Background: an optimization exercise with open tools, aiming at small area. Do not read the settings as production practice.
The RTL was checked by simulation tests, not by an equivalence proof against the original design.
Power is estimated from default activity; no workload was simulated.

[flow/flow/reopt.ys]
# Area re-mapping of the standard synthesis netlist: the flip-flops and tie
# cells are kept as they are (same instances, names and cell types); only the
# combinational cells between them are re-optimised by ABC for area.
read_liberty -ignore_miss_func /OpenROAD-flow-scripts/flow/platforms/sky130hd/lib/sky130_fd_sc_hd__tt_025C_1v80.lib
read_verilog std_synth.v
hierarchy -top pidmc
setattr -mod -set blackbox 1 sky130_fd_sc_hd__df* sky130_fd_sc_hd__edf* sky130_fd_sc_hd__sdf* sky130_fd_sc_hd__dl* sky130_fd_sc_hd__conb*
flatten
opt_clean -purge
tee -o reopt_before.txt stat -liberty /OpenROAD-flow-scripts/flow/platforms/sky130hd/lib/sky130_fd_sc_hd__tt_025C_1v80.lib
abc -liberty /OpenROAD-flow-scripts/flow/platforms/sky130hd/lib/sky130_fd_sc_hd__tt_025C_1v80.lib -dont_use sky130_fd_sc_hd__probe_p_8 -dont_use sky130_fd_sc_hd__probec_p_8 -dont_use sky130_fd_sc_hd__lpflow_* -script +@SCRIPT@
setundef -zero
splitnets
opt_clean -purge
hilomap -singleton -hicell sky130_fd_sc_hd__conb_1 HI -locell sky130_fd_sc_hd__conb_1 LO
opt_clean -purge
check
tee -o reopt_after.txt stat -liberty /OpenROAD-flow-scripts/flow/platforms/sky130hd/lib/sky130_fd_sc_hd__tt_025C_1v80.lib
write_verilog -noattr -noexpr -nohex -nodec reopt.v
[flow/standard.sh]
#!/bin/bash
# synth_recipe.tcl (not shown) runs the flow's synth.tcl, then flattens the netlist and writes it again
# the make line also repeats each setting of config.mk as NAME=value (left out here)
make -C /OpenROAD-flow-scripts/flow DESIGN_CONFIG=/design/flow/config.mk WORK_HOME=/design/flow/orfs CLKGATE_MAP_FILE= SYNTH_SCRIPT=/design/flow/synth_recipe.tcl "${@:-finish}"
[flow/constraint.sdc]
create_clock -name core_clock -period 100.0 [get_ports {clk}]
set_input_delay 20.0000 -clock core_clock [delete_from_list [all_inputs] [get_ports {clk}]]
set_output_delay 20.0000 -clock core_clock [all_outputs]
set_load 0.01 [all_outputs]
[flow/flow/eq.ys]
# Formal check that the re-mapped netlist equals the standard synthesis.
read_liberty -ignore_miss_func /OpenROAD-flow-scripts/flow/platforms/sky130hd/lib/sky130_fd_sc_hd__tt_025C_1v80.lib
read_verilog std_synth.v
rename pidmc gold
read_verilog reopt.v
rename pidmc gate
flatten gold gate
opt_clean
async2sync
equiv_make gold gate eq
hierarchy -top eq
equiv_simple
equiv_induct
equiv_status -assert
[flow/design.v]
module pidmc (
    input  wire        clk,
    input  wire        rst,         
    input  wire        start,
    input  wire        tick_fast,
    input  wire        tick_med,
    input  wire        tick_ctrl,
    input  wire        pulse,
    input  wire        ready,
    input  wire [15:0] adc,
    output wire [7:0]  duty,
    output wire        init_done,
    output wire        lcd_rs,
    output wire        lcd_rw,
    output wire        lcd_e,
    output wire [7:0]  lcd_d
);
    localparam [1:0] TS_IDLE = 2'd0, TS_SETUP = 2'd1, TS_EHI = 2'd2, TS_SETTLE = 2'd3;
    localparam [6:0] Q_TARGET = 7'd27, Q_PULSES = 7'd29, Q_CSEXIT = 7'd30,
                     Q_RETC = 7'd65, Q_DIVEND = 7'd99;
    localparam [2:0] S_SEL = 3'd0, S_HOME = 3'd1, S_HOMEW = 3'd2, S_LINE2 = 3'd3,
                     S_LINE2W = 3'd4, S_CHAR = 3'd5, S_CHARW = 3'd6, S_RETM = 3'd7;
    localparam [1:0] S_TICK = 2'd0, S_CMD = 2'd1, S_CMDW = 2'd2, S_RETF = 2'd3;
    function [6:0] template_char(input [4:0] i);
        template_char = {
            (i[0] & ~i[3]) | (~i[2] & ~i[3]) | (~i[1] & ~i[3]) | (~i[1] & ~i[2]),
            (i[1] & i[3]) | (~i[0] & i[1] & i[2]) | (i[2] & i[3]),
            (i[0] & i[1] & i[2]) | (~i[0] & ~i[2] & ~i[3] & ~i[4]) | (i[2] & i[3]) | (i[0] & i[2] & ~i[4]) | (i[1] & ~i[2] & ~i[3] & i[4]) | (~i[0] & ~i[1] & i[3]),
            (i[0] & ~i[1] & i[2] & i[4]) | (i[0] & ~i[1] & i[3]) | (~i[0] & i[1] & i[3]),
            (~i[0] & i[1] & i[3]) | (i[0] & ~i[1] & i[3]) | (~i[0] & i[1] & ~i[2] & i[4]) | (~i[0] & ~i[1] & ~i[3] & ~i[4]) | (i[0] & i[1] & ~i[2] & ~i[3]) | (i[0] & ~i[1] & i[2]),
            (i[0] & i[1] & i[2]) | (i[0] & ~i[1] & ~i[2] & ~i[3] & i[4]) | (i[1] & ~i[2] & ~i[3] & ~i[4]),
            (~i[0] & ~i[1] & i[2]) | (~i[0] & ~i[1] & ~i[3] & i[4]) | (i[0] & ~i[1] & ~i[2]) | (~i[0] & i[1] & i[3]) | (i[0] & ~i[2] & ~i[3])
        };
    endfunction
    function [5:0] inc6(input [5:0] v, input en);
        integer i;
        reg c;
        begin
            c = en;
            for (i = 0; i < 6; i = i + 1) begin
                inc6[i] = v[i] ^ c;
                c = c & v[i];
            end
        end
    endfunction
    function [3:0] dinc(input [3:0] d);
        dinc = {(d[3] & ~d[0]) | (d[2] & d[1] & d[0]), d[2] ^ (d[1] & d[0]),
                (d[1] ^ d[0]) & ~d[3], ~d[0]};
    endfunction
    function [7:0] step8(input [7:0] v, input dn, input en);
        integer i;
        reg c;
        begin
            c = en;
            for (i = 0; i < 8; i = i + 1) begin
                step8[i] = v[i] ^ c;
                c = c & (v[i] ^ dn);
            end
        end
    endfunction
    reg [7:0]  duty_r;
    reg        init_done_r;
    reg [1:0]  ts;
    reg [6:0]  tw;            
    reg [3:1]  pend;
    reg [3:2]  act;
    reg        bg_started;
    reg [6:0]  cq;
    reg [1:0]  ck;
    wire       act1   = |ck;
    wire       c_body = &ck;
    reg [2:0]  hpc_med;
    reg [1:0]  hpc_fast;
    reg [5:0]  cursor;        
    reg [5:0]  pa;
    reg [3:0]  pc3, pc2, pc1;
    reg        pc0;
    reg        thi;
    reg [3:0]  t3, t2, t1;
    reg        t0;
    reg [3:0]  m3, m2, m1;
    reg        m0;
    reg        c3;
    reg [3:0]  c2, c1, c0;
    reg [11:0] r;
    wire d7 = (tw == 7'h40);
    assign duty      = duty_r;
    assign init_done = init_done_r;
    assign lcd_rs    = init_done_r & ~d7 & (tw[6] | tw[5]);
    assign lcd_rw    = 1'b0;
    assign lcd_d     = {d7, tw};
    assign lcd_e     = (ts == TS_EHI);
    wire crit = act1 & c_body & ((cq == Q_PULSES) | (cq == Q_CSEXIT));
    wire ien  = bg_started & ~crit;
    wire disp_fast = ien & pend[3] & ~act[3];
    wire disp_med  = ien & pend[2] & ~act[3] & ~act[2] & ~disp_fast;
    wire disp_ctrl = ien & pend[1] & ~act[3] & ~act[2] & ~act1 & ~disp_fast & ~disp_med;
    wire disp      = disp_fast | disp_med | disp_ctrl;
    wire run_fast = ~disp & act[3];
    wire run_med  = ~disp & ~act[3] & act[2];
    wire run_ctrl = ~disp & ~act[3] & ~act[2] & act1;
    wire ts_idle  = (ts == TS_IDLE);
    wire        adc_hi = |adc[15:12];
    wire        adc_lo = ~|adc[15:10];
    wire [11:0] a_cl   = adc_hi ? 12'hFFF : adc_lo ? 12'h400 : adc[11:0];
    wire [11:0] rx   = {r[8:0], r[11:9]};     
    wire [11:0] ry   = {r[10:0], r[11]};      
    wire [11:0] ryn  = ~ry;
    wire [12:0] gk;
    assign gk[0] = 1'b1;
    genvar gi;
    generate for (gi = 0; gi < 12; gi = gi + 1) begin : g_cmp
        assign gk[gi+1] = (rx[gi] & ~ryn[gi]) | (~(rx[gi] ^ ryn[gi]) & gk[gi]);
    end endgenerate
    wire        r_c  = gk[12];
    wire [12:0] rk;
    wire [11:0] r_n;
    assign rk[0] = r_c;
    generate for (gi = 0; gi < 12; gi = gi + 1) begin : g_add
        assign r_n[gi]  = rx[gi] ^ ry[gi] ^ rk[gi];
        assign rk[gi+1] = (rx[gi] & ry[gi]) | (rk[gi] & (rx[gi] ^ ry[gi]));
    end endgenerate
    wire        rd_c1 = (r[9] & r[11]) | (r_c & (r[9] ^ r[11]));
    wire        rd_c2 = r[10] & rd_c1;
    wire [3:0]  r_d   = {r[11] & rd_c2, r[11] ^ rd_c2, r[10] ^ rd_c1, r[9] ^ r[11] ^ r_c};
    reg         r_up;
    always @(*) begin
        case (cq[1:0])
            2'd1:    r_up = (r_n >= 12'd4075);
            2'd2:    r_up = (r_n >= 12'd3891);
            default: r_up = r_n[11];
        endcase
    end
    wire [3:0]  r_dig = r_up ? dinc(r_d) : r_d;
    wire t3_0    = ~(t3[3] | t3[2] | t3[1] | t3[0]);
    wire t2_lt2  = ~(t2[3] | t2[2] | t2[1]);
    wire t2_2    = ~(t2[3] | t2[2] | t2[0]) & t2[1];
    wire t1_lt5  = ~(t1[3] | (t1[2] & (t1[1] | t1[0])));
    wire m_below = ~thi & t3_0 & (t2_lt2 | (t2_2 & t1_lt5));
    wire m_above = thi | t3[3] | t3[2] | t3[1] |
                   (t3[0] & (t2[3] | t2[2] | t2[1] | t2[0] | t1[3] | t1[2] | t1[1] | t1[0] | t0));
    reg [3:0] dig;
    always @(*) begin
        case ({cursor[4], cursor[1:0]})
            3'd0: dig = {3'd0, c3};
            3'd1: dig = c2;
            3'd2: dig = c1;
            3'd3: dig = c0;
            3'd4: dig = m3;
            3'd5: dig = m2;
            3'd6: dig = m1;
            default: dig = {1'b0, m0, 1'b0, m0};
        endcase
    end
    wire [6:0] tmpl    = template_char(cursor[4:0]);
    wire [6:0] fb_char = {tmpl[6:4], (cursor[3:2] == 2'b11) ? dig : tmpl[3:0]};
    wire [5:0] cursor_inc = inc6(cursor, 1'b1);
    function [6:0] sched_cmd_f(input [4:0] i);
        sched_cmd_f = {
            1'b0,
            (~i[3]),
            (~i[3]),
            (i[2]) | (~i[0]),
            (~i[0] & ~i[1] & i[2]) | (i[1] & i[3]),
            (i[1] & i[3]),
            (i[0] & ~i[1] & ~i[2])
        };
    endfunction
    function sched_hit_f(input [4:0] i);
        sched_hit_f = (i[2] & ~i[3] & i[4]) | (i[1] & i[3] & i[4]) | (~i[0] & ~i[2] & i[3] & i[4]) | (i[0] & i[1] & i[2] & i[3]);
    endfunction
    wire       sched_hit = sched_hit_f(cursor[4:0]);
    wire [6:0] sched_cmd = sched_cmd_f(cursor[4:0]);
    wire init_last = (cursor[4:0] == 5'd28);
    wire       cursor_clr = ~bg_started |
                            (run_med & (hpc_med == S_HOMEW) & ts_idle) |
                            (run_fast & (hpc_fast == S_CMDW) & ts_idle & init_last);
    wire       cursor_up  = (run_med & (hpc_med == S_CHARW) & ts_idle) |
                            (run_fast & (hpc_fast == S_TICK) & ~init_done_r);
    wire [5:0] cursor_next = cursor_clr ? 6'd0 : inc6(cursor, cursor_up);
    wire [6:0] word = !init_done_r ? sched_cmd :
                      cursor[5]    ? 7'h02 :
                      hpc_med[1]   ? 7'h40 : fb_char;
    wire init_done_set = run_fast && hpc_fast == S_CMDW && ts_idle && init_last;
    wire pulses_op     = run_ctrl && c_body && cq == Q_PULSES;
    wire count_pulse   = pulse && (init_done_r || init_done_set);
    function [6:0] inc7(input [6:0] v);
        integer i;
        reg c;
        begin
            c = 1'b1;
            for (i = 0; i < 7; i = i + 1) begin
                inc7[i] = v[i] ^ c;
                c = c & v[i];
            end
        end
    endfunction
    wire [6:0] cq_inc = inc7(cq);
    wire [6:0] cq_next = ~bg_started ? 7'd0 :
                         (run_ctrl & (ck == 2'd1)) ? ((cq == Q_DIVEND) ? Q_TARGET : cq_inc) :
                         (run_ctrl & (ck == 2'd3)) ? ((cq == Q_RETC) ? 7'd0 : cq_inc) : cq;
    wire       fmt    = c_body & (cq[6:5] == 2'b01);
    wire       pc_wrap = (pa == 6'h38) & (&pc3[2:0]) & (&pc2[2:1]) & (&pc1[2:0]) & pc0;
    wire       cy1 = pc0;
    wire       cy2 = cy1 & (pc1 == 4'd9);
    wire       cy3 = cy2 & (pc2 == 4'd9);
    wire       cy4 = cy3 & (pc3 == 4'd9);
    wire [3:1] ticks = {tick_fast, tick_med, tick_ctrl};
    wire       duty_en     = run_ctrl & c_body & (cq == 7'd64) & (m_below | m_above);
    wire [7:0] duty_next   = step8(duty_r, m_below, duty_en);
    wire [5:0] pa_inc      = {pa[4:0], ~(pa[5] ^ pa[4])};
    integer j;
    always @(posedge clk or posedge rst) begin
        if (rst) begin
            duty_r      <= 8'h80;
            init_done_r <= 1'b0;
            ts          <= TS_IDLE;
            tw          <= 7'd0;
            pend        <= 3'b000;
            act         <= 2'b00;
            ck          <= 2'd0;
            bg_started  <= 1'b0;
            m3          <= 4'd0;
            m2          <= 4'd0;
            m1          <= 4'd0;
            m0          <= 1'b0;
            c3          <= 1'b0;
            c2          <= 4'd0;
            c1          <= 4'd0;
            c0          <= 4'd0;
        end else begin
            duty_r <= duty_next;
            case (ts)
                TS_SETUP:  ts <= TS_EHI;
                TS_EHI:    ts <= TS_SETTLE;
                TS_SETTLE: if (ready) ts <= TS_IDLE;
                default:   ;
            endcase
            if (disp) begin
                if (disp_fast) act[3] <= 1'b1;
                if (disp_med)  act[2] <= 1'b1;
                if (disp_ctrl) ck <= 2'd1;
            end else if (run_ctrl) begin
                if (!c_body) begin
                    if (!ck[1]) begin
                        ck <= (cq == Q_DIVEND) ? 2'd3 : 2'd2;
                    end else begin
                        ck <= 2'd0;
                    end
                end else begin
                    if (fmt) begin
                        case (cq[4:0])
                            5'd12: c3 <= (r >= 12'd4093);
                            5'd13: c2 <= r_dig;
                            5'd14: c1 <= r_dig;
                            5'd15: c0 <= r_dig;
                            5'd28: m3 <= t3;
                            5'd29: m2 <= t2;
                            5'd30: m1 <= t1;
                            5'd31: m0 <= t0;
                            default: ;
                        endcase
                    end
                    if (cq == Q_RETC) ck <= 2'd0;
                end
            end else if (run_med) begin
                case (hpc_med)
                    S_HOME: begin
                        tw <= word;
                        ts <= TS_SETUP;
                    end
                    S_LINE2: begin
                        tw <= word;
                        ts <= TS_SETUP;
                    end
                    S_CHAR: begin
                        tw <= word;
                        ts <= TS_SETUP;
                    end
                    S_RETM: act[2] <= 1'b0;
                    default: ;
                endcase
            end else if (run_fast) begin
                case (hpc_fast)
                    S_CMD: begin
                        tw <= word;
                        ts <= TS_SETUP;
                    end
                    S_CMDW: if (ts_idle && init_last) begin
                        init_done_r <= 1'b1;
                    end
                    S_TICK: ;
                    default: act[3] <= 1'b0;
                endcase
            end
            if (start) bg_started <= 1'b1;
            for (j = 1; j <= 3; j = j + 1) begin
                if ((j == 3 && disp_fast) || (j == 2 && disp_med) || (j == 1 && disp_ctrl))
                    pend[j] <= ticks[j];
                else if (ticks[j])
                    pend[j] <= 1'b1;
            end
        end
    end
    always @(posedge clk) begin
        cursor <= cursor_next;
        cq     <= cq_next;
        if (pulses_op || !init_done_r) begin
            pa  <= 6'd0;
            pc3 <= 4'd0;
            pc2 <= 4'd0;
            pc1 <= 4'd0;
            pc0 <= count_pulse;
        end else if (count_pulse) begin
            if (pc_wrap) begin
                pa  <= 6'd0;
                pc3 <= 4'd0;
                pc2 <= 4'd0;
                pc1 <= 4'd0;
                pc0 <= 1'b0;
            end else begin
                pc0 <= ~pc0;
                if (cy1) pc1 <= dinc(pc1);
                if (cy2) pc2 <= dinc(pc2);
                if (cy3) pc3 <= dinc(pc3);
                if (cy4) pa  <= pa_inc;
            end
        end
        if (disp) begin
            if (disp_fast) hpc_fast <= S_TICK;
            if (disp_med)  hpc_med  <= S_SEL;
        end else if (run_ctrl) begin
            if (c_body) begin
                if (cq == Q_TARGET) r <= a_cl;
                if (fmt && cq[4:2] == 3'b011 && cq[1:0] != 2'd0) r <= r_n;
                if (cq == Q_PULSES) begin
                    thi <= (pa != 6'd0);
                    t3  <= pc3;
                    t2  <= pc2;
                    t1  <= pc1;
                    t0  <= pc0;
                end
            end
        end else if (run_med) begin
            case (hpc_med)
                S_SEL: begin
                    if (!init_done_r)         hpc_med <= S_RETM;
                    else if (cursor == 6'd32) hpc_med <= S_HOME;
                    else if (cursor == 6'd16) hpc_med <= S_LINE2;
                    else                      hpc_med <= S_CHAR;
                end
                S_HOME:   hpc_med <= S_HOMEW;
                S_HOMEW:  if (ts_idle) hpc_med <= S_RETM;
                S_LINE2:  hpc_med <= S_LINE2W;
                S_LINE2W: if (ts_idle) hpc_med <= S_CHAR;
                S_CHAR:   hpc_med <= S_CHARW;
                S_CHARW:  if (ts_idle) hpc_med <= S_RETM;
                default:  ;
            endcase
        end else if (run_fast) begin
            case (hpc_fast)
                S_TICK:  hpc_fast <= (!init_done_r && sched_hit) ? S_CMD : S_RETF;
                S_CMD:   hpc_fast <= S_CMDW;
                S_CMDW:  if (ts_idle) hpc_fast <= S_RETF;
                default: ;
            endcase
        end
    end
endmodule
[flow/flow/abc_scripts_b.txt]
strash;dc2;dch,-f;amap;strash;dc2;dch,-f;amap;strash;dc2;dch,-f;amap
strash;dc2;dch,-f;amap;strash;dc2;dch,-f;amap;mfs;strash;dc2;dch,-f;amap
strash;dc2;dch,-f;amap;strash;dc2;dch,-f;amap;strash;dc2;dch,-f;amap;strash;dch,-f;map,-a;mfs;strash;dc2;dch,-f;amap
strash;dc2;dch,-f;amap;strash;dc2;dch,-f;amap;strash;dc2;dch,-f;amap;strash;dc2;dch,-f;amap;strash;dc2;dch,-f;amap;strash;dc2;dch,-f;amap
strash;dch,-f;map,-a;strash;dc2;dch,-f;amap;strash;dch,-f;map,-a;strash;dc2;dch,-f;amap
strash;dc2;dch,-f;amap,-A,8,-F,4;strash;dc2;dch,-f;amap;strash;dc2;dch,-f;amap
strash;dc2;dch,-f;amap;mfs;strash;dc2;dch,-f;amap;mfs;strash;dc2;dch,-f;amap;mfs;strash;dc2;dch,-f;amap
strash;ifraig;dc2;dch,-f;amap;strash;dc2;dch,-f;amap;strash;dc2;dch,-f;amap
strash;dc2;dch,-f;amap;strash;dc2;dch,-f;amap;strash;dc2;dch,-f;amap;mfs,-W,4,-M,5000;strash;dc2;dch,-f;amap
strash;dc2;resub,-K,8,-N,2;dc2;dch,-f;amap;strash;dc2;dch,-f;amap;strash;dc2;dch,-f;amap
strash;dc2;rewrite,-l;refactor,-l;balance,-l;rewrite,-l;dch,-f;amap;strash;dc2;dch,-f;amap;strash;dc2;dch,-f;amap
strash;dc2;dch,-f,-C,10000;amap,-A,20;strash;dc2;dch,-f;amap;strash;dc2;dch,-f;amap
strash;balance;rewrite;refactor;balance;rewrite;rewrite,-z;balance;refactor,-z;rewrite,-z;balance;dch,-f;amap;strash;dc2;dch,-f;amap
strash;dch,-f;amap;strash;dch,-f;amap;strash;dch,-f;amap;mfs;strash;dch,-f;amap
strash;dc2;dch,-f;map,-a;mfs;strash;dc2;dch,-f;amap;mfs;strash;dc2;dch,-f;amap
strash;fraig;dc2;dch,-f;amap;strash;dc2;dch,-f;amap;strash;dc2;dch,-f;amap;strash;dc2;dch,-f;amap
strash;dc2;dch,-f;amap;strash;&get,-n;&st;&if,-a,-K,4;&mfs,-a;&st;&put;dch,-f;amap
&get,-n;&st;&dc2;&put;strash;dc2;dch,-f;amap;strash;dc2;dch,-f;amap
strash;drwsat;dc2;dch,-f;amap;strash;dc2;dch,-f;amap
strash;dc2;dch,-f;amap;mfs2;strash;dc2;dch,-f;amap
&get,-n;&st;&synch2;&if,-a,-K,6;&mfs;&st;&put;strash;dc2;dch,-f;amap;strash;dc2;dch,-f;amap
strash;dc2;dch,-f;map,-a;strash;dc2;dch,-f;map,-a;strash;dc2;dch,-f;amap
strash;dch,-f;amap,-m;strash;dc2;dch,-f;amap,-m;strash;dc2;dch,-f;amap
strash;dc2;dch,-f;amap;strash;resub,-K,10;dc2;dch,-f;amap
[flow/flow/run.sh]
#!/bin/bash
# Own layout flow:
#  1. the standard synthesis, unchanged;
#  2. an area re-mapping of its combinational logic by ABC: the flip-flops
#     and tie cells stay the same instances, names and cell types.  Two
#     chains of rounds are run from the standard netlist; in each round
#     every ABC script of the chain's list is applied to the current
#     netlist and the smallest result becomes the next round's input.  The
#     smallest netlist seen is used, and only if a formal equivalence check
#     against the standard netlist passes;
#  3. the standard layout, with the smallest buffer on the ports and a
#     clock tree of small clock buffers without dummy loads.
set -uo pipefail
R=orfs/results/sky130hd/pidmc/base
bash standard.sh synth > log_1_standard_synth.log 2>&1 || exit 1
cp $R/1_2_yosys.v std_synth.v
mkdir -p reopt
best_area=""
echo "re-mapping rounds" > reopt_status.txt

run_chain() {  # chain name, script list, number of rounds
  local chain=$1 list=$2 rounds=$3 round k S f a ra rb
  cp std_synth.v reopt/cur.v
  for round in $(seq 1 $rounds); do
    k=0
    while read -r S; do
      S=$(printf '%s' "$S" | sed 's/[&#\\]/\\&/g')
      sed -e "s#@SCRIPT@#$S#" -e "s#std_synth.v#reopt/cur.v#" \
          -e "s#reopt_after.txt#reopt/after_${chain}${round}_$k.txt#" \
          -e "s#reopt_before.txt#reopt/before_${chain}${round}_$k.txt#" \
          -e "s#reopt.v#reopt/net_${chain}${round}_$k.v#" flow/reopt.ys > reopt/r_${chain}${round}_$k.ys
      timeout 600 yosys -s reopt/r_${chain}${round}_$k.ys > reopt/log_yosys_${chain}${round}_$k.log 2>&1 &
      k=$((k+1))
      if (( k % 8 == 0 )); then wait; fi
    done < $list
    wait
    rb=""; ra=""
    for f in reopt/after_${chain}${round}_*.txt; do
      a=$(grep "Chip area" $f 2>/dev/null | awk '{print $NF}')
      [ -n "$a" ] || continue
      if [ -z "$ra" ] || awk "BEGIN{exit !($a < $ra)}"; then ra=$a; rb=${f#reopt/after_}; rb=${rb%.txt}; fi
    done
    [ -n "$rb" ] || break
    echo "chain $chain round $round: best $rb area $ra" >> reopt_status.txt
    cp reopt/net_$rb.v reopt/cur.v
    if [ -z "$best_area" ] || awk "BEGIN{exit !($ra < $best_area)}"; then
      best_area=$ra; cp reopt/net_$rb.v reopt.v
    fi
  done
}
run_chain a flow/abc_scripts_a.txt 12
run_chain b flow/abc_scripts_b.txt 12

echo "best area $best_area" >> reopt_status.txt
if [ -n "$best_area" ] && yosys -s flow/eq.ys > log_3_equiv_yosys.log 2>&1; then
  cp reopt.v $R/1_2_yosys.v
  echo "re-mapped netlist used" >> reopt_status.txt
else
  echo "re-mapping or equivalence failed; standard netlist used" >> reopt_status.txt
fi
rm -f $R/1_synth.odb $R/1_synth.sdc
export BUFFER_PORTS_ARGS="-buffer_cell sky130_fd_sc_hd__buf_1"
export CTS_ARGS="-sink_clustering_enable -repair_clock_nets -buf_list sky130_fd_sc_hd__clkbuf_4 -dont_use_dummy_load"
bash standard.sh finish > log_4_standard_layout.log 2>&1
[flow/flow/abc_scripts_a.txt]
strash;dc2;dch,-f;amap;strash;dc2;dch,-f;amap;strash;dc2;dch,-f;amap
strash;dc2;dch,-f;amap;strash;dc2;dch,-f;amap;mfs;strash;dc2;dch,-f;amap
strash;dc2;dch,-f;amap;strash;dc2;dch,-f;amap;strash;dc2;dch,-f;amap;strash;dch,-f;map,-a;mfs;strash;dc2;dch,-f;amap
strash;dc2;dch,-f;amap;strash;dc2;dch,-f;amap;strash;dc2;dch,-f;amap;strash;dc2;dch,-f;amap;strash;dc2;dch,-f;amap;strash;dc2;dch,-f;amap
strash;dch,-f;map,-a;strash;dc2;dch,-f;amap;strash;dch,-f;map,-a;strash;dc2;dch,-f;amap
strash;dc2;dch,-f;amap,-A,8,-F,4;strash;dc2;dch,-f;amap;strash;dc2;dch,-f;amap
strash;dc2;dch,-f;amap;mfs;strash;dc2;dch,-f;amap;mfs;strash;dc2;dch,-f;amap;mfs;strash;dc2;dch,-f;amap
strash;ifraig;dc2;dch,-f;amap;strash;dc2;dch,-f;amap;strash;dc2;dch,-f;amap
strash;dc2;dch,-f;amap;strash;dc2;dch,-f;amap;strash;dc2;dch,-f;amap;mfs,-W,4,-M,5000;strash;dc2;dch,-f;amap
strash;dc2;resub,-K,8,-N,2;dc2;dch,-f;amap;strash;dc2;dch,-f;amap;strash;dc2;dch,-f;amap
strash;dc2;rewrite,-l;refactor,-l;balance,-l;rewrite,-l;dch,-f;amap;strash;dc2;dch,-f;amap;strash;dc2;dch,-f;amap
strash;dc2;dch,-f,-C,10000;amap,-A,20;strash;dc2;dch,-f;amap;strash;dc2;dch,-f;amap
strash;balance;rewrite;refactor;balance;rewrite;rewrite,-z;balance;refactor,-z;rewrite,-z;balance;dch,-f;amap;strash;dc2;dch,-f;amap
strash;dch,-f;amap;strash;dch,-f;amap;strash;dch,-f;amap;mfs;strash;dch,-f;amap
strash;dc2;dch,-f;map,-a;mfs;strash;dc2;dch,-f;amap;mfs;strash;dc2;dch,-f;amap
strash;fraig;dc2;dch,-f;amap;strash;dc2;dch,-f;amap;strash;dc2;dch,-f;amap;strash;dc2;dch,-f;amap
[flow/config.mk]
export PLATFORM = sky130hd
export DESIGN_NAME = pidmc
export DESIGN_NICKNAME = pidmc
export VERILOG_FILES = /design/flow/design.v
export SDC_FILE = /design/flow/constraint.sdc
export NUM_CORES = 4
export LEC_CHECK = 0
export CAP_MARGIN = 20
export CORE_MARGIN = 2
export CORE_UTILIZATION = 60
export SLEW_MARGIN = 20
==> results.yml, run 1 <==
layout:
  fillCellCount: 808
  nNetsFinal: 775
  antenna_cells: 0
  drive_above_1_share: 0.0294
  fin_cells: 878
  utilization: 0.670
  syn2layout_area_growth_pct: 8.20
  fin_area_um2: 6190
synth:
  syn_inst: 688
  syn_avg_cell_area_um2: 8.32
  yosysWarnings: 1
  syn_area_um2: 5720
  syn_nets: 712
global_route:
  grt_pass1_wl_mm: 21.8
  gr-total-overflow: 0
  antenna_found_initial: 0
  grtUsageTotal: 0.273
  grt_pass1_vias: 4747
  grt_max_degree: 53
clock_network:
  clockRootBuffer: "clkbuf_4"
  cts.sinks: 115
  path_clk_slew_ns: 0.12
  postCtsSetupBuffers: 0
  cts_buffers: 17
  clock_latency_ns: 0.53
  cts.repair.resized: 0
  cts_buffer_depth: 2
  cts_tree: "built"
  holdBufCountCts: 0
  htreeDepth: 4
floorplanning:
  rows: 35
  core_um2: 9240
  initial_core_util: 0.619
  die_height_um: 102
  boundaryPins: 44
  chipWidth_um: 102
  die_area_um2: 10300
worst_setup_path:
  path_cells: "buf_1 > nand2_1 > nor2_1 > nand2_1 > nor4b_1 > nand2_1 > nor4_1 > nand2_1 > nor4b_1 > clkinv_1 > nor3_1 > a211oi_1"
  critPathSlowestCell: "nor4b_1"
  cp.required_ns: 100.41
  worstSetupEndpointType: "register"
  worstSetupStartpointType: "input port"
  cp_common_cell: "nand2_1"
  critPathArrivalTime_ns: 23.04
  worstPathMaxFanout: 6
  rr_worst_depth: 39
  max_stage_delay_ns: 0.64
  crit_type: "in -> reg"
flow_run:
  max_cap_viol_count: 0
routing:
  firstDrtPassIters: 5
  viasPerCell: 5.86
  wl_mm: 13.2
  drtIter0Drc: 299
  final_antenna_net_count: 0
  vias: 5148
  routedWlPerCell_um: 15.0
  post-route-drc-count: 0
timing:
  rsz0062_at_grt: "false"
  post-route-period-util: 0.226
  slew_headroom: 0.318
  finalHoldViolCount: 0
  fmax_mhz: 44.2
  worst_hold_slack_ns: 0.475
  skew_ns: 0.0480
  setup_viol: 0
  period_needed_ns: 22.63
  drv_slew: 0
  fin_tns_setup_ns: 0
  worst_pin_slew_ns: 1.02
pwr:
  peakVddDrop_mv: 0.0114
  p_leak_nw: 2.24
  power_density_nw_per_um2: 19.7
placement:
  dpl.cell_count: 861
  place_congestion: 0.966
  hpwl_mm: 10.1
  port_buffers: 42
  place_area_um2: 6060
status:
  status: "timing/DRC/antenna clean"
worst_hold_path:
  holdCritPathClass: "reg -> reg"
  hold_depth: 0
-- state kept, by name (all words and copies together) (netlist names), 6 cells and up --
signal  flops
r          12
duty_r      8
cq          7
tw          7
cursor      6
pa          6
-- per-stage QoR --
step | worst slack (ns) | total power (W)
after floorplan | 77.38 | 0.0000882
after global placement | 77.01 | 0.0000995
after detailed placement | 76.88 | 0.000100
after CTS | 77.43 | 0.000122
after global routing | 77.02 | 0.000130
final | 77.37 | 0.000122
-- final timing paths --
check                               startpoint            endpoint  slack, ns
max reg2reg                    r[11]$_DFFE_PP_   c1[2]$_DFFE_PP0P_      94.27
max                                      pulse  pa[0]$_SDFFE_PP0P_      77.37
max in group asynchronous                  rst   c2[2]$_DFFE_PP0P_      79.84
min                        pc2[3]$_SDFFE_PP0P_     t2[3]$_DFFE_PP_       0.48
min in group asynchronous                  rst   m3[1]$_DFFE_PP0P_      19.59
min reg2reg                pc2[3]$_SDFFE_PP0P_     t2[3]$_DFFE_PP_       0.48
-- cell type report --
cell class | instances | area [um^2] | area share
inverter | 84 | 317 | 0.0511
multi-input combinational | 489 | 2530 | 0.408
timing repair buffer | 44 | 173 | 0.0279
tap | 129 | 161 | 0.0261
sequential | 115 | 2880 | 0.466
clock buffer | 17 | 128 | 0.0206
-- report_power, final --
| part | switching [W] | leakage, nW | total (W) | internal (W) |
|---|---|---|---|---|
| Sequential | 0.00000701 | 1.25 | 0.0000611 | 0.0000541 |
| Clock | 0.0000142 | 0.0782 | 0.0000219 | 0.00000774 |
| Combinational | 0.0000263 | 0.909 | 0.0000392 | 0.0000129 |
| Total | 0.0000474 | 2.24 | 0.000122 | 0.0000747 |
-- layout by cell type (no fill, tap or decap), types with 29 or more instances in the layout --
| master | n |
|---|---|
| dfxtp_1 | 31 |
| clkinv_1 | 83 |
| nand2_1 | 68 |
| dfrtp_1 | 51 |
| a21oi_1 | 38 |
| o21ai_0 | 71 |
| buf_1 | 42 |
| edfxtp_1 | 32 |
| nor2_1 | 128 |
| o22ai_1 | 29 |
-- routing by layer --
layer / track usage / up-vias / share of wire
met3: 0.0780 / 28 / 0.056
met2: 0.405 / 163 / 0.44
met5: 0 / - / 0
met4: 0.104 / 0 / 0.021
met1: 0.381 / 2365 / 0.48
li1: - / 2592 / -
-- worst max-delay path, delay by kind of cell --
kind | cells | cell delay, ns
buffers and inverters | 2 | 0.43
AOI/OAI and AO/OA | 1 | 0.06
and+or+nand+nor | 9 | 2.54
==> run 2: changes to the inputs <==
--- a/flow/design.v
+++ b/flow/design.v
@@ -73,3 +73,3 @@
     reg [1:0]  hpc_fast;
-    reg [5:0]  cursor;        
+    reg [4:0]  cursor;
     reg [5:0]  pa;
@@ -156,3 +156,2 @@
     wire [6:0] fb_char = {tmpl[6:4], (cursor[3:2] == 2'b11) ? dig : tmpl[3:0]};
-    wire [5:0] cursor_inc = inc6(cursor, 1'b1);
     function [6:0] sched_cmd_f(input [4:0] i);
@@ -179,5 +178,6 @@
                             (run_fast & (hpc_fast == S_TICK) & ~init_done_r);
-    wire [5:0] cursor_next = cursor_clr ? 6'd0 : inc6(cursor, cursor_up);
+    wire [4:0] cursor_next = cursor_clr ? 5'd0 : inc6({1'b0, cursor}, cursor_up);
+    wire       at32 = (cursor == 5'd0) & lcd_rs;
     wire [6:0] word = !init_done_r ? sched_cmd :
-                      cursor[5]    ? 7'h02 :
+                      at32         ? 7'h02 :
                       hpc_med[1]   ? 7'h40 : fb_char;
@@ -347,4 +347,4 @@
                     if (!init_done_r)         hpc_med <= S_RETM;
-                    else if (cursor == 6'd32) hpc_med <= S_HOME;
-                    else if (cursor == 6'd16) hpc_med <= S_LINE2;
+                    else if (at32)            hpc_med <= S_HOME;
+                    else if (cursor == 5'd16) hpc_med <= S_LINE2;
                     else                      hpc_med <= S_CHAR;
==> run 2 against run 1 <==
  * Critical path depth decreased by 1
  * Critical endpoint is now pa[3]$_SDFFE_PP0P_
  * Flip-flop and latch count is 1 lower
  * Die area grew 0.32%
  * Largest cell class unchanged
  * Final area is 0.59% higher
  * Clock skew fell by 0.0013 ns
  * Register-to-register slack worse by 0.55 ns
  * Global-route usage shrank 0.32 points
  * Critical path type unchanged
  * Clock-buffer cell count is the same
  * Via count about the same
  * Sequential power hardly changed
  * First-iteration DRC count rose by 3.7%
  * Still clean
==> results.yml, run 2 <==
floorplanning:
  die_area_um2: 10400
  die_height_um: 102
  core_um2: 9240
  initial_core_util: 0.621
  rows: 35
  chipWidth_um: 102
  boundaryPins: 44
global_route:
  grtUsageTotal: 0.270
  antenna_found_initial: 0
  grt_pass1_wl_mm: 22.2
  gr-total-overflow: 0
  grt_pass1_vias: 4769
  grt_max_degree: 44
layout:
  largest-register: "r"
  nNetsFinal: 785
  drive_above_1_share: 0.0329
  antenna_cells: 0
  reg.largest.list: "r: 12 flops, duty_r: 8 flops"
  largest_register_ffs: 12
  final_common_cell: "nor2_1"
  syn2layout_area_growth_pct: 8.48
  final_cell_mix: "160 x nor2_1, 92 x clkinv_1, 58 x o21ai_0, 51 x dfrtp_1, 47 x nand2_1"
  utilization: 0.674
  fin_area_um2: 6230
synth:
  syn_nets: 720
  syn_inst: 696
  syn_area_um2: 5740
  syn_avg_cell_area_um2: 8.25
  yosysWarnings: 1
worst_setup_path:
  r2r_slack_ns: 93.72
  worstSetupStartpointType: "input port"
  reg2reg_to: "c1[1]$_DFFE_PP0P_"
  path_cells: "buf_1 > and3_1 > nand2_1 > nor4b_1 > nand2_1 > or4_1 > nor2_1 > clkinv_1 > nor4_1 > or2_0 > o22ai_1"
  cp_common_cell: "nand2_1"
  cp_top_family: "simple AND/OR/NAND/NOR gates"
  worstSetupEndpointType: "register"
  cp_num_buf_inv: 2
  worstPathMaxFanout: 6
  crit_type: "in -> reg"
  max_stage_delay_ns: 0.47
  critPathSlowestCell: "or4_1"
  reg2reg_from: "r[11]$_DFFE_PP_"
  cp.required_ns: 100.40
  critPathArrivalTime_ns: 22.59
  rr_worst_depth: 33
routing:
  final_antenna_net_count: 0
  drtIter0Drc: 310
  routedWlPerCell_um: 14.7
  wl_mm: 13.0
  vias: 5147
  viasPerCell: 5.80
  firstDrtPassIters: 5
  post-route-drc-count: 0
timing:
  finalHoldViolCount: 0
  drv_slew: 0
  fin_tns_setup_ns: 0
  post-route-period-util: 0.222
  setup_viol: 0
  worst_pin_slew_ns: 0.999
  slew_headroom: 0.329
  rsz0062_at_grt: "false"
  period_needed_ns: 22.20
  fmax_mhz: 45.1
  skew_ns: 0.0467
clock_network:
  clockRootBuffer: "clkbuf_4"
  cts_tree: "built"
  cts_buffer_depth: 2
  clock_latency_ns: 0.50
  postCtsSetupBuffers: 0
  cts.repair.resized: 0
  cts_buffers: 17
  cts.sinks: 114
  path_clk_slew_ns: 0.11
  holdBufCountCts: 0
  htreeDepth: 4
placement:
  place_area_um2: 6090
  place_congestion: 0.947
  hpwl_mm: 9.95
  port_buffers: 42
pwr:
  power_density_nw_per_um2: 19.4
  peakVddDrop_mv: 0.0124
  p_leak_nw: 2.19
worst_hold_path:
  holdCritStartpoint: "pc3[3]$_SDFFE_PP0P_"
  hold_depth: 0
  holdCritPathClass: "reg -> reg"
  holdPathEnd: "t3[3]$_DFFE_PP_"
flow_run:
  max_cap_viol_count: 0
status:
  status: "timing/DRC/antenna clean"
[run 2: layout make-up]
| cell class | count | area, um^2 |
|---|---|---|
| fillers | 773 | 3010 |
| flip-flops and latches | 114 | 2860 |
| multi-input cells | 489 | 2540 |
| inverters | 93 | 349 |
| repair buffers | 46 | 188 |
| well taps | 129 | 161 |
| clock buffers | 17 | 128 |
[run 2: how the worst max path moves through the flow]
stage | cells past startpoint | end | startpoint | slack [ns]
final | 11 | pa[3]$_SDFFE_PP0P_ | pulse | 77.80
after global routing | 11 | pa[2]$_SDFFE_PP0P_ | pulse | 77.42
after CTS | 11 | pa[3]$_SDFFE_PP0P_ | pulse | 77.80
after global placement | 11 | pa[4]$_SDFFE_PP0P_ | pulse | 77.36
after detailed placement | 11 | pa[3]$_SDFFE_PP0P_ | pulse | 77.24
after floorplan | 10 | pa[0]$_SDFFE_PP0P_ | pulse | 77.77
[run 2: where the power goes]
group,switching (W),total (W),internal [W]
registers,0.00000694,0.0000609,0.0000540
logic,0.0000253,0.0000383,0.0000130
clock network,0.0000140,0.0000217,0.00000776
total,0.0000462,0.000121,0.0000747
[run 2: routing by layer]
| layer | vias to the layer above | global-route usage | routed length [um] |
|---|---|---|---|
| met5 | - | 0 | 0 |
| met4 | 0 | 0.0779 | 245 |
| met3 | 19 | 0.0670 | 815 |
| met2 | 157 | 0.407 | 5950 |
| met1 | 2362 | 0.390 | 6000 |
| li1 | 2609 | - | - |
[run 2: per-stage QoR]
stage	power (W)	setup WS [ns]	cells	hold WS (ns)
floorplan	0.0000883	77.77	696	0.416
global placement	0.0000983	77.36	871	0.438
detailed placement	0.0000995	77.24	871	0.433
CTS	0.000121	77.80	888	0.455
global route	0.000130	77.42	888	0.474
finish	0.000121	77.80	888	0.453
==> run 3: changes to the inputs <==
--- a/flow/design.v
+++ b/flow/design.v
@@ -73,3 +73,3 @@
     reg [1:0]  hpc_fast;
-    reg [4:0]  cursor;
+    reg [5:0]  cursor;        
     reg [5:0]  pa;
@@ -156,2 +156,3 @@
     wire [6:0] fb_char = {tmpl[6:4], (cursor[3:2] == 2'b11) ? dig : tmpl[3:0]};
+    wire [5:0] cursor_inc = inc6(cursor, 1'b1);
     function [6:0] sched_cmd_f(input [4:0] i);
@@ -178,6 +179,5 @@
                             (run_fast & (hpc_fast == S_TICK) & ~init_done_r);
-    wire [4:0] cursor_next = cursor_clr ? 5'd0 : inc6({1'b0, cursor}, cursor_up);
-    wire       at32 = (cursor == 5'd0) & lcd_rs;
+    wire [5:0] cursor_next = cursor_clr ? 6'd0 : inc6(cursor, cursor_up);
     wire [6:0] word = !init_done_r ? sched_cmd :
-                      at32         ? 7'h02 :
+                      cursor[5]    ? 7'h02 :
                       hpc_med[1]   ? 7'h40 : fb_char;
@@ -222,10 +222,2 @@
             bg_started  <= 1'b0;
-            m3          <= 4'd0;
-            m2          <= 4'd0;
-            m1          <= 4'd0;
-            m0          <= 1'b0;
-            c3          <= 1'b0;
-            c2          <= 4'd0;
-            c1          <= 4'd0;
-            c0          <= 4'd0;
         end else begin
@@ -250,15 +242,2 @@
                 end else begin
-                    if (fmt) begin
-                        case (cq[4:0])
-                            5'd12: c3 <= (r >= 12'd4093);
-                            5'd13: c2 <= r_dig;
-                            5'd14: c1 <= r_dig;
-                            5'd15: c0 <= r_dig;
-                            5'd28: m3 <= t3;
-                            5'd29: m2 <= t2;
-                            5'd30: m1 <= t1;
-                            5'd31: m0 <= t0;
-                            default: ;
-                        endcase
-                    end
                     if (cq == Q_RETC) ck <= 2'd0;
@@ -307,2 +286,24 @@
         cq     <= cq_next;
+        if (!bg_started) begin
+            m3 <= 4'd0;
+            m2 <= 4'd0;
+            m1 <= 4'd0;
+            m0 <= 1'b0;
+            c3 <= 1'b0;
+            c2 <= 4'd0;
+            c1 <= 4'd0;
+            c0 <= 4'd0;
+        end else if (run_ctrl && fmt) begin
+            case (cq[4:0])
+                5'd12: c3 <= (r >= 12'd4093);
+                5'd13: c2 <= r_dig;
+                5'd14: c1 <= r_dig;
+                5'd15: c0 <= r_dig;
+                5'd28: m3 <= t3;
+                5'd29: m2 <= t2;
+                5'd30: m1 <= t1;
+                5'd31: m0 <= t0;
+                default: ;
+            endcase
+        end
         if (pulses_op || !init_done_r) begin
@@ -347,4 +348,4 @@
                     if (!init_done_r)         hpc_med <= S_RETM;
-                    else if (at32)            hpc_med <= S_HOME;
-                    else if (cursor == 5'd16) hpc_med <= S_LINE2;
+                    else if (cursor == 6'd32) hpc_med <= S_HOME;
+                    else if (cursor == 6'd16) hpc_med <= S_LINE2;
                     else                      hpc_med <= S_CHAR;
==> run 3 against run 2 <==
  * Cell count decreased by 1.1%
  * Clock-buffer cell count unchanged
  * Still clean on timing, DRC and antenna
  * Area after synthesis decreased by 1.1%
  * Largest power group unchanged
  * Core utilization decreased by 0.69 points
  * Non-clock buffer count decreased by 1
  * Flip-flop and latch count increased by 1
  * Wire length increased by 6.3%
  * First-iteration DRC count increased by 18%
==> results.yml, run 3 <==
floorplanning:
  boundaryPins: 44
  core_um2: 9200
  die_height_um: 101
  chipWidth_um: 101
  die_area_um2: 10300
  rows: 35
  initial_core_util: 0.617
worst_setup_path:
  worstPathMaxFanout: 7
  critPathSlowestCell: "nor4_1"
  crit_end: "pa[0]$_SDFFE_PP0P_"
  r2r_slack_ns: 94.06
  cp.required_ns: 100.43
  crit_type: "in -> reg"
  reg2reg_to: "c0[2]$_SDFFE_PN0P_"
  max_stage_delay_ns: 0.44
  worstSetupEndpointType: "register"
  reg2reg_from: "r[11]$_DFFE_PP_"
  rr_worst_depth: 30
  worstSetupStartpointType: "input port"
  path_cells: "buf_1 > and3_1 > nand2_1 > nor4_1 > and2_0 > and2_0 > nor2_1 > and3_1 > nand2_1 > nor2b_1 > nor2_1 > nand3_1 > clkinv_1 > nor2_1 > a311oi_1"
  cp_common_cell: "nor2_1"
  crit_start: "pulse"
  critPathArrivalTime_ns: 22.67
timing:
  slew_headroom: 0.221
  fin_tns_setup_ns: 0
  setup_viol: 0
  worst_hold_slack_ns: 0.444
  period_needed_ns: 22.23
  finalHoldViolCount: 0
  rsz0062_at_grt: "false"
  post-route-period-util: 0.222
  drv_slew: 0
  skew_ns: 0.0367
  worst_pin_slew_ns: 1.16
  fmax_mhz: 45.0
pwr:
  p_leak_nw: 2.15
  peakVddDrop_mv: 0.0140
  power_density_nw_per_um2: 18.6
  power_w: 0.000114
layout:
  drive_above_1_share: 0.0313
  final_cell_mix: "164 x nor2_1, 75 x clkinv_1, 58 x o21ai_0, 57 x dfxtp_1, 46 x nand2_1"
  antenna_cells: 0
  nNetsFinal: 793
  final_common_cell: "nor2_1"
  utilization: 0.667
  syn2layout_area_growth_pct: 8.04
  largest_register_ffs: 12
  reg.largest.list: "r: 12 flops, duty_r: 8 flops"
  fin_cells: 878
  largest-register: "r"
routing:
  viasPerCell: 6.06
  drtIter0Drc: 367
  firstDrtPassIters: 5
  post-route-drc-count: 0
  wl_mm: 13.8
  routedWlPerCell_um: 15.7
  final_antenna_net_count: 0
  vias: 5317
clock_network:
  path_clk_slew_ns: 0.10
  postCtsSetupBuffers: 0
  cts.sinks: 115
  clockRootBuffer: "clkbuf_4"
  cts_buffers: 17
  holdBufCountCts: 0
  cts.repair.resized: 0
  cts_buffer_depth: 2
  clock_latency_ns: 0.52
  cts_tree: "built"
  htreeDepth: 4
global_route:
  grt_max_degree: 32
  antenna_found_initial: 0
  gr-total-overflow: 0
  grt_pass1_wl_mm: 23.2
  grt_pass1_vias: 4832
  grtUsageTotal: 0.287
placement:
  hpwl_mm: 10.4
  port_buffers: 42
  place_congestion: 0.973
  dpl.cell_count: 861
worst_hold_path:
  holdCritStartpoint: "m2[3]$_SDFFE_PN0P_"
  holdCritPathClass: "reg -> reg"
synth:
  yosysWarnings: 1
  syn_nets: 729
  syn_inst: 705
  syn_area_um2: 5680
  syn_avg_cell_area_um2: 8.05
flow_run:
  max_cap_viol_count: 0
status:
  status: "timing/DRC/antenna clean"
run 3: critical path, delay by kind of cell:
family | cells | cell delay, ns
AO/OA/AOI/OAI | 1 | 0.19
AND/OR/NAND/NOR | 12 | 2.20
buffers and inverters | 2 | 0.28
run 3: per-layer routing:
layer	global-route usage	part of all wire	vias to the layer above
li1	-	-	2682
met1	0.392	0.46	2460
met2	0.462	0.47	158
met3	0.0607	0.058	17
met4	0.0904	0.012	0
met5	0	0	-
run 3: worst min-delay path by stage:
stage	end	slack, ns	cells past startpoint
floorplan	m2[3]$_SDFFE_PN0P_	0.41	2
global placement	m2[3]$_SDFFE_PN0P_	0.43	2
detailed placement	m2[3]$_SDFFE_PN0P_	0.44	2
CTS	m2[3]$_SDFFE_PN0P_	0.45	2
global route	m2[3]$_SDFFE_PN0P_	0.47	2
finish	m2[3]$_SDFFE_PN0P_	0.44	2
run 3: final cells by class:
type,count,area (um^2)
fillers,784,3060
flip-flops and latches,115,2750
multi-input cells,514,2650
inverters,76,285
repair buffers,45,180
well taps,111,139
clock buffers,17,128
run 3: metrics by stage:
stage / instance area (um^2) / setup WS (ns)
after floorplan: 5680 / 77.79
after global placement: 6000 / 77.50
after detailed placement: 6000 / 77.25
after CTS: 6130 / 77.82
after global routing: 6130 / 77.51
final: 6130 / 77.77
run 3: power by group:
group | total [W] | switching (W) | internal (W) | leakage (nW)
registers | 0.0000610 | 0.00000752 | 0.0000535 | 1.11
clock network | 0.0000225 | 0.0000147 | 0.00000775 | 0.0782
logic | 0.0000305 | 0.0000200 | 0.0000105 | 0.971
total | 0.000114 | 0.0000423 | 0.0000717 | 2.15
==> run 4: changes to the inputs <==
--- a/flow/config.mk
+++ b/flow/config.mk
@@ -9,3 +9,3 @@
 export CORE_MARGIN = 2
-export CORE_UTILIZATION = 60
+export CORE_UTILIZATION = 55
 export SLEW_MARGIN = 20
==> run 4 against run 3 <==
  * Cell count is 2.8% higher
  * Non-clock buffer count stayed put
  * Clock-buffer cell count stayed put
  * Still clean on timing, DRC and antenna
  * Hold slack better by 0.0085 ns
  * Critical path type unchanged
  * Flip-flop and latch count stayed put
  * Clock skew is 0.0081 ns higher
  * First-iteration DRC count is 3.0% higher
  * Final area is 0.51% higher
  * Critical path depth stayed put
  * Clock power hardly changed
==> results.yml, run 4 <==
pwr:
  seqPwrFrac: 0.534
  p_clk_frac: 0.198
  switching_share: 0.373
  p_leak_nw: 2.15
  share_comb_of_total_power: 0.268
  peakVddDrop_mv: 0.0132
  power_density_nw_per_um2: 18.5
  p_int_w: 0.0000717
  p_switching_w: 0.0000426
clock_network:
  cts_buffer_depth: 2
  cts_tree: "built"
  cts.repair.resized: 0
  cts_buffers: 17
  holdBufCountCts: 0
  htreeDepth: 4
  path_clk_slew_ns: 0.10
  postCtsSetupBuffers: 0
  cts.sinks: 115
  clockRootBuffer: "clkbuf_4"
  clock_latency_ns: 0.56
layout:
  final_cell_mix: "164 x nor2_1, 75 x clkinv_1, 58 x o21ai_0, 57 x dfxtp_1, 46 x nand2_1"
  largest_register_ffs: 12
  reg.largest.list: "r: 12 flops, duty_r: 8 flops"
  syn2layout_area_growth_pct: 8.59
  antenna_cells: 0
  final_common_cell: "nor2_1"
  nNetsFinal: 793
  drive_above_1_share: 0.0313
  utilization: 0.605
  largest-register: "r"
  fin_area_um2: 6170
timing:
  worst_slack_ns: 77.83
  fin_tns_setup_ns: 0
  worst_pin_slew_ns: 1.04
  rsz0062_at_grt: "false"
  setup_viol: 0
  slew_headroom: 0.304
  drv_slew: 0
  post-route-period-util: 0.222
  period_needed_ns: 22.17
  skew_ns: 0.0449
  finalHoldViolCount: 0
  fmax_mhz: 45.1
routing:
  post-route-drc-count: 0
  vias: 5360
  viasPerCell: 5.94
  drtIter0Drc: 378
  firstDrtPassIters: 7
  routedWlPerCell_um: 15.8
  wl_mm: 14.2
  final_antenna_net_count: 0
worst_setup_path:
  critPathSlowestCell: "nor4_1"
  rr_worst_depth: 32
  cp.depth: 15
  max_stage_delay_ns: 0.43
  cp_num_buf_inv: 2
  critPathArrivalTime_ns: 22.64
  worstSetupStartpointType: "input port"
  worstSetupEndpointType: "register"
  cp_common_cell: "nor2_1"
  cp_top_family: "simple AND/OR/NAND/NOR gates"
  cp.required_ns: 100.46
  reg2reg_from: "r[11]$_DFFE_PP_"
  crit_type: "in -> reg"
  crit_start: "pulse"
  worstPathMaxFanout: 7
  path_cells: "buf_1 > and3_1 > nand2_1 > nor4_1 > and2_0 > and2_0 > nor2_1 > and3_1 > nand2_1 > nor2b_1 > nor2_1 > nand3_1 > clkinv_1 > nor2_1 > a311oi_1"
floorplanning:
  core_um2: 10200
  rows: 37
  chipWidth_um: 106
  die_area_um2: 11200
  die_height_um: 106
  initial_core_util: 0.557
  boundaryPins: 44
worst_hold_path:
  holdCritPathClass: "reg -> reg"
  holdCritStartpoint: "c0[3]$_SDFFE_PN0P_"
  hold_depth: 2
status:
  status: "timing/DRC/antenna clean"
global_route:
  grtUsageTotal: 0.271
  grt_pass1_wl_mm: 23.8
  grt_pass1_vias: 5021
  antenna_found_initial: 0
  gr-total-overflow: 0
  grt_max_degree: 33
synth:
  syn_avg_cell_area_um2: 8.05
  yosysWarnings: 1
  syn_nets: 729
  syn_inst: 705
  syn_area_um2: 5680
placement:
  port_buffers: 42
  preCtsSetupSlack_ns: 77.29
  place_area_um2: 6030
  place_congestion: 0.940
  hpwl_mm: 10.7
flow_run:
  max_cap_viol_count: 0
[run 4: final timing paths]
kind,endpoint,slack (ns)
min,c0[3]$_SDFFE_PN0P_,0.45
max,pa[0]$_SDFFE_PP0P_,77.83
min in group asynchronous,init_done_r$_DFFE_PP0P_,19.49
max in group asynchronous,tw[3]$_DFFE_PP0P_,80.07
max reg2reg,c0[2]$_SDFFE_PN0P_,93.93
min reg2reg,c0[3]$_SDFFE_PN0P_,0.45
[run 4: power groups by stage]
stage | registers (W) | clock network, W | logic, W
floorplan | 0.0000603 | 0 | 0.0000214
global placement | 0.0000618 | 0 | 0.0000296
detailed placement | 0.0000619 | 0 | 0.0000301
CTS | 0.0000609 | 0.0000229 | 0.0000303
global route | 0.0000619 | 0.0000249 | 0.0000345
finish | 0.0000610 | 0.0000226 | 0.0000307
[run 4: routing by layer]
layer / vias up / GRT usage / part of all wire / wire length [um]
met5: - / 0 / 0 / 0
li1: 2686 / - / - / -
met3: 22 / 0.0693 / 0.059 / 838
met2: 172 / 0.441 / 0.47 / 6680
met1: 2480 / 0.359 / 0.46 / 6530
met4: 0 / 0.0761 / 0.014 / 197
[run 4: per-stage QoR]
step | power [W] | std cells | hold slack, ns
detailed placement | 0.0000920 | 886 | 0.443
global route | 0.000121 | 903 | 0.480
finish | 0.000114 | 903 | 0.453
global placement | 0.0000914 | 886 | 0.435
CTS | 0.000114 | 903 | 0.459
floorplan | 0.0000817 | 705 | 0.415
[run 4: final cells by class]
type / count / area [um^2]
Timing Repair Buffer: 45 / 180
Tap cell: 136 / 170
Inverter: 76 / 285
Clock buffer: 17 / 128
Fill cell: 966 / 4020
Multi-Input combinational cell: 514 / 2650
Sequential cell: 115 / 2750
[run 4: worst min-delay path: cells and delay by family (launching register included)]
kind / cells / cell delay [ns]
AOI/OAI and AO/OA: 1 / 0.05
buffers and inverters: 1 / 0.05
DFF: 1 / 0.31
==> run 5: changes to the inputs <==
--- a/flow/config.mk
+++ b/flow/config.mk
@@ -9,3 +9,3 @@
 export CORE_MARGIN = 2
-export CORE_UTILIZATION = 55
+export CORE_UTILIZATION = 66
 export SLEW_MARGIN = 20
==> run 5 against run 4 <==
  * Maximum frequency decreased by 0.11%
  * Largest power group unchanged
  * Register-to-register slack got worse by 0.04 ns
  * Non-clock buffer count unchanged
  * Global-route usage increased by 3.4 points
  * Still clean
  * Clock skew increased by 0.010 ns
  * Flip-flop and latch count unchanged
  * Highest routed layer unchanged
  * Hold slack improved by 0.0054 ns
  * Combinational power about the same
  * Clock-buffer cell count unchanged
  * Final area decreased by 0.63%
==> results.yml, run 5 <==
status:
  status: "timing/DRC/antenna clean"
global_route:
  antenna_found_initial: 0
  gr-total-overflow: 0
  grt_pass1_wl_mm: 23.3
  grt_max_degree: 33
  grt_pass1_vias: 4978
  grtUsageTotal: 0.305
routing:
  wl_mm: 13.9
  post-route-drc-count: 0
  viasPerCell: 6.32
  firstDrtPassIters: 5
  routedWlPerCell_um: 15.9
  final_antenna_net_count: 0
  drtIter0Drc: 347
  vias: 5511
worst_setup_path:
  cp.required_ns: 100.44
  worstPathMaxFanout: 7
  crit_start: "pulse"
  reg2reg_to: "c2[2]$_SDFFE_PN0P_"
  worstSetupEndpointType: "register"
  worstSetupStartpointType: "input port"
  crit_end: "pa[0]$_SDFFE_PP0P_"
  critPathArrivalTime_ns: 22.64
  crit_type: "in -> reg"
  r2r_slack_ns: 93.89
  reg2reg_from: "r[11]$_DFFE_PP_"
  rr_worst_depth: 33
layout:
  reg.largest.list: "r: 12 flops, duty_r: 8 flops"
  largest-register: "r"
  drive_above_1_share: 0.0313
  fin_cells: 872
  final_cell_mix: "164 x nor2_1, 75 x clkinv_1, 58 x o21ai_0, 57 x dfxtp_1, 46 x nand2_1"
  largest_register_ffs: 12
  antenna_cells: 0
  nNetsFinal: 793
  final_common_cell: "nor2_1"
  syn2layout_area_growth_pct: 7.91
timing:
  period_needed_ns: 22.20
  setup_viol: 0
  finalHoldViolCount: 0
  drv_slew: 0
  fmax_mhz: 45.0
  post-route-period-util: 0.222
  skew_ns: 0.0550
  fin_tns_setup_ns: 0
  worst_pin_slew_ns: 1.11
  slew_headroom: 0.259
  rsz0062_at_grt: "false"
clock_network:
  cts_tree: "built"
  cts_buffer_depth: 2
  cts.repair.resized: 0
  cts.sinks: 115
  clockRootBuffer: "clkbuf_4"
  htreeDepth: 4
  clock_latency_ns: 0.53
  holdBufCountCts: 0
  path_clk_slew_ns: 0.11
  postCtsSetupBuffers: 0
  cts_buffers: 17
synth:
  syn_area_um2: 5680
  yosysWarnings: 1
  syn_nets: 729
  syn_inst: 705
  syn_avg_cell_area_um2: 8.05
pwr:
  p_clk_frac: 0.196
  power_density_nw_per_um2: 18.5
  switching_share: 0.368
  p_int_w: 0.0000717
  p_leak_nw: 2.15
  share_comb_of_total_power: 0.269
  seqPwrFrac: 0.535
  peakVddDrop_mv: 0.0116
  p_switching_w: 0.0000418
floorplanning:
  die_area_um2: 9360
  boundaryPins: 44
  initial_core_util: 0.688
  core_um2: 8260
  rows: 33
  die_height_um: 96.8
  chipWidth_um: 96.8
placement:
  hpwl_mm: 10.5
  port_buffers: 42
  dpl.cell_count: 855
  place_congestion: 0.926
flow_run:
  max_cap_viol_count: 0
worst_hold_path:
  holdCritPathClass: "reg -> reg"
[run 5: metal layers]
layer,part of all wire,GRT usage,up-vias,wire length (um)
met5,0,0,-,0
met2,0.47,0.481,244,6460
li1,-,-,2701,-
met4,0.022,0.113,0,307
met3,0.077,0.0621,32,1060
met1,0.44,0.420,2534,6030
[run 5: power by group through the flow]
stage / clock network (W) / registers, W / logic, W
finish: 0.0000222 / 0.0000607 / 0.0000306
global route: 0.0000243 / 0.0000616 / 0.0000344
CTS: 0.0000224 / 0.0000605 / 0.0000297
detailed placement: 0 / 0.0000615 / 0.0000296
global placement: 0 / 0.0000615 / 0.0000289
floorplan: 0 / 0.0000603 / 0.0000214
[run 5: per-stage QoR]
step / hold WS, ns / power (W) / util / worst slack (ns) / instance area [um^2]
finish: 0.458 / 0.000114 / 0.742 / 77.80 / 6130
floorplan: 0.415 / 0.0000817 / - / 77.79 / 5680
global route: 0.476 / 0.000120 / 0.742 / 77.50 / 6130
detailed placement: 0.449 / 0.0000912 / 0.726 / 77.29 / 5990
CTS: 0.460 / 0.000113 / 0.741 / 77.82 / 6120
global placement: 0.431 / 0.0000903 / 0.726 / 77.51 / 5990
[run 5: cell type report]
cell class,count,area (um^2)
clock buffers,17,128
multi-input cells,514,2650
well taps,105,131
repair buffers,45,180
inverters,76,285
fillers,659,2130
flip-flops and latches,115,2750
[run 5: how the worst min path moves through the flow]
| stage | endpoint | slack, ns | depth (start not counted) | from |
|---|---|---|---|---|
| final | m2[3]$_SDFFE_PN0P_ | 0.46 | 2 | m2[3]$_SDFFE_PN0P_ |
| after global routing | m2[3]$_SDFFE_PN0P_ | 0.48 | 2 | m2[3]$_SDFFE_PN0P_ |
| after CTS | m2[3]$_SDFFE_PN0P_ | 0.46 | 2 | m2[3]$_SDFFE_PN0P_ |
| after detailed placement | t2[0]$_DFFE_PP_ | 0.45 | 0 | pc2[0]$_SDFFE_PP0P_ |
| after global placement | m2[3]$_SDFFE_PN0P_ | 0.43 | 2 | m2[3]$_SDFFE_PN0P_ |
| after floorplan | m2[3]$_SDFFE_PN0P_ | 0.41 | 2 | m2[3]$_SDFFE_PN0P_ |
[run 5: critical path, cell delays in order]
cell and delay (ns):
buf_1 0.10, and3_1 0.23, nand2_1 0.09, nor4_1 0.47
and2_0 0.28, and2_0 0.23, nor2_1 0.07, and3_1 0.20
nand2_1 0.12, nor2b_1 0.09, nor2_1 0.12, nand3_1 0.19
clkinv_1 0.18, nor2_1 0.06, a311oi_1 0.19
==> run 6: changes to the inputs <==
--- a/flow/design.v
+++ b/flow/design.v
@@ -17,3 +17,3 @@
 );
-    localparam [1:0] TS_IDLE = 2'd0, TS_SETUP = 2'd1, TS_EHI = 2'd2, TS_SETTLE = 2'd3;
+    localparam [1:0] TS_IDLE = 2'd0, TS_SETUP = 2'd1, TS_EHI = 2'd3, TS_SETTLE = 2'd2;
     localparam [6:0] Q_TARGET = 7'd27, Q_PULSES = 7'd29, Q_CSEXIT = 7'd30,
--- a/flow/config.mk
+++ b/flow/config.mk
@@ -9,3 +9,3 @@
 export CORE_MARGIN = 2
-export CORE_UTILIZATION = 66
+export CORE_UTILIZATION = 60
 export SLEW_MARGIN = 20
==> run 6 against run 5 <==
  * Still clean on timing, DRC and antenna
  * Core utilization decreased by 7.2 points
  * Clock power about the same
  * Area after synthesis increased by 0.66%
  * Register-to-register slack improved by 0.10 ns
  * Flip-flop and latch count unchanged
  * Sequential power about the same
  * Hold slack improved by 0.023 ns
  * Highest routed layer unchanged
==> results.yml, run 6 <==
status:
  status: "timing/DRC/antenna clean"
worst_setup_path:
  path_cells: "or4_1 > nor4_1 > nor3_1 > buf_1"
  worstPathMaxFanout: 3
  cp_top_family: "simple AND/OR/NAND/NOR gates"
  crit_type: "reg -> out"
  cp_num_buf_inv: 1
  rr_worst_depth: 32
  critPathSlowestCell: "or4_1"
  reg2reg_to: "c0[1]$_SDFFE_PN0P_"
  worstSetupStartpointType: "register"
  worstSetupEndpointType: "output pin"
  r2r_slack_ns: 93.99
  max_stage_delay_ns: 0.53
  reg2reg_from: "r[11]$_DFFE_PP_"
  cp.depth: 4
  critPathArrivalTime_ns: 1.87
  cp.required_ns: 80.00
clock_network:
  cts_buffer_depth: 2
  cts_tree: "built"
  postCtsSetupBuffers: 0
  clockRootBuffer: "clkbuf_4"
  path_clk_slew_ns: 0.08
  cts_buffers: 17
  holdBufCountCts: 0
  clock_latency_ns: 0.49
  cts.repair.resized: 0
  cts.sinks: 115
  htreeDepth: 4
floorplanning:
  boundaryPins: 44
  core_um2: 9240
  chipWidth_um: 102
  die_height_um: 102
  die_area_um2: 10300
  rows: 35
  initial_core_util: 0.619
worst_hold_path:
  hold_depth: 0
  holdCritStartpoint: "pc2[3]$_SDFFE_PP0P_"
  holdPathEnd: "t2[3]$_DFFE_PP_"
  holdCritPathClass: "reg -> reg"
placement:
  hpwl_mm: 10.4
  place_congestion: 0.906
  port_buffers: 42
global_route:
  antenna_found_initial: 0
  grtUsageTotal: 0.277
  gr-total-overflow: 0
  grt_pass1_vias: 4875
  grt_pass1_wl_mm: 22.6
  grt_max_degree: 32
layout:
  reg.largest.list: "r: 12 flops, duty_r: 8 flops"
  antenna_cells: 0
  fillCellCount: 790
  syn2layout_area_growth_pct: 8.34
  largest-register: "r"
  nNetsFinal: 809
  final_cell_mix: "198 x nor2_1, 86 x clkinv_1, 57 x dfxtp_1, 44 x nand2_1, 44 x o21ai_0"
  drive_above_1_share: 0.0281
  final_common_cell: "nor2_1"
  largest_register_ffs: 12
synth:
  syn_inst: 723
  syn_area_um2: 5720
  syn_avg_cell_area_um2: 7.91
  syn_nets: 747
  yosysWarnings: 1
timing:
  period_needed_ns: 21.87
  worst_pin_slew_ns: 0.927
  post-route-period-util: 0.219
  finalHoldViolCount: 0
  worst_hold_slack_ns: 0.481
  rsz0062_at_grt: "false"
  fin_tns_setup_ns: 0
  skew_ns: 0.0518
  slew_headroom: 0.378
  setup_viol: 0
  drv_slew: 0
  fmax_mhz: 45.7
routing:
  wl_mm: 13.7
  routedWlPerCell_um: 15.0
  final_antenna_net_count: 0
  firstDrtPassIters: 7
  vias: 5453
  drtIter0Drc: 291
  post-route-drc-count: 0
  viasPerCell: 5.98
pwr:
  switching_share: 0.385
  peakVddDrop_mv: 0.0140
  p_leak_nw: 2.20
  power_density_nw_per_um2: 19.3
  p_switching_w: 0.0000460
  seqPwrFrac: 0.510
  share_comb_of_total_power: 0.305
  p_int_w: 0.0000735
  p_clk_frac: 0.185
flow_run:
  max_cap_viol_count: 0
## run 6: power groups by stage
stage               clock network (W)   logic, W  registers, W
floorplan                           0  0.0000258     0.0000603
global placement                    0  0.0000350     0.0000613
detailed placement                  0  0.0000356     0.0000616
CTS                         0.0000225  0.0000357     0.0000606
global route                0.0000244  0.0000411     0.0000616
finish                      0.0000221  0.0000364     0.0000609
## run 6: per-stage QoR
step | cells | area (um^2) | power [W] | worst slack, ns | util
2_1_floorplan | 723 | 5720 | 0.0000861 | 77.86 | -
3_3_place_gp | 895 | 6050 | 0.0000963 | 77.46 | 0.654
3_5_place_dp | 895 | 6050 | 0.0000972 | 77.32 | 0.654
4_1_cts | 912 | 6170 | 0.000119 | 77.86 | 0.668
5_1_grt | 912 | 6190 | 0.000127 | 77.87 | 0.670
6_report | 912 | 6190 | 0.000119 | 78.13 | 0.670
## run 6: worst register-to-register path, delay by kind of cell, from the launching register on
kind	cells	cell delay (ns)
buffers and inverters	2	0.19
AOI/OAI and AO/OA	17	2.88
DFF	1	0.44
and+or+nand+nor	13	2.47
## run 6: final cells by class
class,count,area (um^2),share of cell area
Clock buffer,17,128,0.0206
Inverter,86,323,0.0521
Multi-Input combinational cell,522,2660,0.430
Sequential cell,115,2750,0.445
Tap cell,129,161,0.0261
Timing Repair Buffer,43,165,0.0267
## run 6: worst max-delay path by stage
stage,from,to,slack (ns)
6_report,tw[2]$_DFFE_PP0P_,lcd_rs,78.13
5_1_grt,pulse,pa[3]$_SDFFE_PP0P_,77.87
4_1_cts,pulse,pa[3]$_SDFFE_PP0P_,77.86
3_5_place_dp,pulse,pa[3]$_SDFFE_PP0P_,77.32
3_3_place_gp,pulse,pa[3]$_SDFFE_PP0P_,77.46
2_1_floorplan,pulse,pa[2]$_SDFFE_PP0P_,77.86
## run 6: metal layers
metal  part of all wire  vias up  GRT usage
met4              0.018        0     0.0842
met2               0.48      187      0.449
met5                  0        -          0
met1               0.45     2533      0.377
met3              0.057       27     0.0573
li1                   -     2706          -

## static timing again, ports no longer ideal
In the flow no input, the clock included, has a driving cell. The finished layouts below were timed again as built, in two steps.
Step 1, drivers: a clkbuf_16 drives clk and a buf_2 each remaining input, both assumed.
Step 2 times the ports against the registers' clock, not the clock port: input delays grow and output delays shrink by t, the midpoint of the rising clock arrivals with the driver on.
Slacks: no drivers / after step 1 / after step 2; pairs: no drivers / after step 1.
| run | shift t [ns] | setup slack, ns |
|---|---|---|
| run 1 | 0.539 | 77.369 / 77.381 / 76.842 |
| run 2 | 0.514 | 77.804 / 77.816 / 77.302 |
| run 3 | 0.536 | 77.766 / 77.778 / 77.243 |
| run 4 | 0.568 | 77.826 / 77.838 / 77.271 |
| run 5 | 0.538 | 77.802 / 77.814 / 77.276 |
| run 6 | 0.500 | 78.127 / 78.095 / 77.655 |
After both steps setup and hold are still met in every run listed.
